Context: an optimization exercise on an open-source flow, tuned for small area, a short achievable clock period and few clock cycles. The choices shown serve that exercise and are no tape-out recipe.
Function was checked by simulation only, so behaviour that the tests miss may differ from the original.
Power figures rest on the tool's default switching activity, not on a simulated workload.

## garnet
## microw_emitter
module microw_emitter (
    input  wire        clk,
    input  wire        rst,          
    input  wire        cmd_valid,
    output wire        cmd_ready,
    input  wire [31:0] cmd_data,
    output reg         rsp_valid,
    output reg  [31:0] rsp_data
);
Size in the first run: about 3,200 cells after synthesis, ~0.048 sq mm of cells after synthesis.
clock: 8.0 ns
lec_check: 0
cap_margin: 20
core_margin: 2
core_utilization: 40
cts_cluster_diameter: 100
cts_cluster_size: 24
setup_slack_margin: 5
slew_margin: 20
tns_end_percent: 30
run.sh (not shown) runs the stock make flow with config.mk's settings and CLKGATE_MAP_FILE= SYNTH_SCRIPT=/design/flow/synth_recipe.tcl, a recipe that flattens the netlist after the stock synthesis.
Testbench counts of garnet, summed over its fixed seeds: cycles 34,663.
> inputs changed (garnet -> sierra)
-- flow/config.mk --
<<< garnet, line 12
export CTS_CLUSTER_SIZE = 24
>>> sierra, line 12
export CTS_CLUSTER_SIZE = 27
<<< garnet, line 15
export TNS_END_PERCENT = 30
>>> sierra, line 15
export TNS_END_PERCENT = 5
[summary]
Both conditions hold for sierra: the flow ran to the end and the final layout passed the timing, design-rule and antenna checks. On total routed wirelength, garnet and sierra are basically level. sierra -> garnet: number of buffers inserted by hold repair at cts delta 0, exact match. Net switching power for sierra: 0.61% up relative to garnet. [sierra] maximum frequency fell 1.6% relative to garnet. Diff garnet -> sierra | leakage power of the design | decrease of 2.2%. Of garnet and sierra, the higher routed wire length per instance belongs to sierra. Going from garnet to sierra, the area occupied by multi-input gates was found to have gone down by about 2.8%. Summary of the comparison: count of clock-buffer cells in the layout is lower in sierra, relative to garnet. Of garnet and sierra, the run reporting the higher setup slack was garnet. For sierra, the critical path class was flip-flop to flip-flop, unlike garnet, where it was flip-flop to output pin.
Setup changes, sierra to fjord
-- flow/config.mk --
<<< sierra, line 12
export CTS_CLUSTER_SIZE = 27
>>> fjord, line 12
export CTS_CLUSTER_SIZE = 24
export PLACE_DENSITY = 0.7
<<< sierra, line 15
export TNS_END_PERCENT = 5
>>> fjord, line 16
export TNS_END_PERCENT = 10
--- outcome ---
For fjord, the end point of the critical path was rsp_data[9], unlike sierra, where it was g_br[12].m[5].
fjord vs sierra — layout buffer count excluding clock buffers dropped slightly
On number of nets in the final layout, sierra and fjord are neck and neck.
| met1 layer usage reported by global route | lower: fjord |
The sequential share of layout area was comparable across sierra and fjord.
Detail-routed via count per cell (fjord vs. sierra) increases by a few percent
Against sierra, fjord reports a maximum vdd ir drop that is higher.
On routed wire length on met2: between sierra and fjord, it ends up higher for sierra.
The run with more routed wire is sierra, not fjord.
Looking at sierra and fjord, the portion of the layout cell area used by clock cells is a wash.
Sort sierra and fjord by number of buffer and inverter instances along the worst setup path, ascending, and fjord comes first.

========
Setup of job 4876:
microw_emitter, a different RTL version from the one above (not shown whole).
Size: about 3400 cells after synthesis, ~69 I/O pins, about 48000 µm² of cells after synthesis.
make LEC_CHECK=0 CAP_MARGIN=20 CORE_MARGIN=2 CORE_UTILIZATION=40 CTS_CLUSTER_DIAMETER=100 CTS_CLUSTER_SIZE=24 SETUP_SLACK_MARGIN=5 SLEW_MARGIN=20 TNS_END_PERCENT=0 finish   # period 8.0 ns
STATUS run=job 4876 STAGES=ALL_DONE FINAL_CHECKS=FAILED CAUSE=antenna violations
Testbench counts of job 4876, summed over its fixed seeds: cycles 34,663.
#### Input delta (job 6370 over job 4876)
-- flow/config.mk --
<<< job 4876, line 10
export CORE_UTILIZATION = 40
>>> job 6370, line 10
export CORE_UTILIZATION = 60
<<< job 4876, line 15
export TNS_END_PERCENT = 0
>>> job 6370, line 15
export TNS_END_PERCENT = 10
Results
Job 6370 was carried through to the last stage, and its layout satisfied the timing, design-rule and antenna checks.
Re post-detailed-routing wire length: job 4876 was lower than job 6370.
Job 6370 ends up with higher critical path depth than job 4876 does.
Higher worst path required time was reported by job 4876, not job 6370.
Job 6370: number of cell instances on the worst register-to-register path 1 above job 4876
Comparing job 4876 and job 6370, the lower power share of the combinational group is on job 4876.
Job 4876 → job 6370: data arrival time at the worst-slack endpoint -0.02 ns; starting utilization of the core area increased 20 points; area growth from synthesis to final layout went up; post-CTS setup buffer count moved up.
Relative to job 4876, the summed area of non-filler cells in the final layout measured on job 6370 has increased slightly.
The most crowded layer after global routing comes out met1 in one run and met2 in the other, namely in job 6370 and job 4876 respectively.
#### Input delta (job 8226 over job 6370)
-- flow/config.mk --
<<< job 6370, line 10
export CORE_UTILIZATION = 60
>>> job 8226, line 10
export CORE_UTILIZATION = 40
Notes after the runs:
- STATUS timing-limited maximum frequency: job 8226 wins against job 6370
- Summary: minimum hold slack, job 8226 worse than job 6370
- Relative to job 6370, the largest net degree at the start of global routing measured on job 8226 has decreased by more than half.
- From job 6370 to job 8226 the numbers moved as follows: arrival time of data at the critical path endpoint lost 2.16 ns; part of the cycle the worst path needs fell 0.69 points; final area now larger.
- The standard cell with the maximum stage delay on the critical path comes out sky130_fd_sc_hd__mux4_2 in one run and sky130_fd_sc_hd__clkdlybuf4s50_1 in the other, namely in job 6370 and job 8226 respectively.
- Cell count: lower on job 6370
- Looking at type of the worst setup path, the register to output pin result is from job 8226; the register to register one comes from job 6370.
- Lower setup slack of the worst register-to-register path was reported by job 6370, not job 8226.

port drivers added, routing unchanged:
The results above use ideal ports. As a check the final layouts listed here were re-extracted and re-timed, cells and wires unchanged. Step 1, drivers: a clkbuf_16 drives clk and a buf_2 each remaining input, both assumed. Step 2 adds t to the input delays and takes it off the output delays; t is the mean of the earliest and latest rising clock arrival at the registers after step 1. Input paths then give back, and output paths get back, about the clock's delay inside the block. Slacks: ideal / step 1 / step 2; pairs: ideal / step 1.
run	t, ns	setup WS [ns]	latest minus earliest clock arrival (ns)
garnet	0.746	4.808 / 4.737 / 4.236	0.077 / 0.076
sierra	0.742	4.758 / 4.739 / 4.132	0.061 / 0.061
fjord	0.742	4.745 / 4.675 / 4.233	0.077 / 0.078
job 4876	0.748	4.653 / 4.575 / 4.010	0.083 / 0.083
job 6370	0.724	4.654 / 4.602 / 4.128	0.055 / 0.055
job 8226	0.749	4.709 / 4.633 / 4.260	0.083 / 0.082
For job 4876, which loses most, drivers alone change the setup slack by -0.078 ns; drivers and shift together by -0.643 ns.
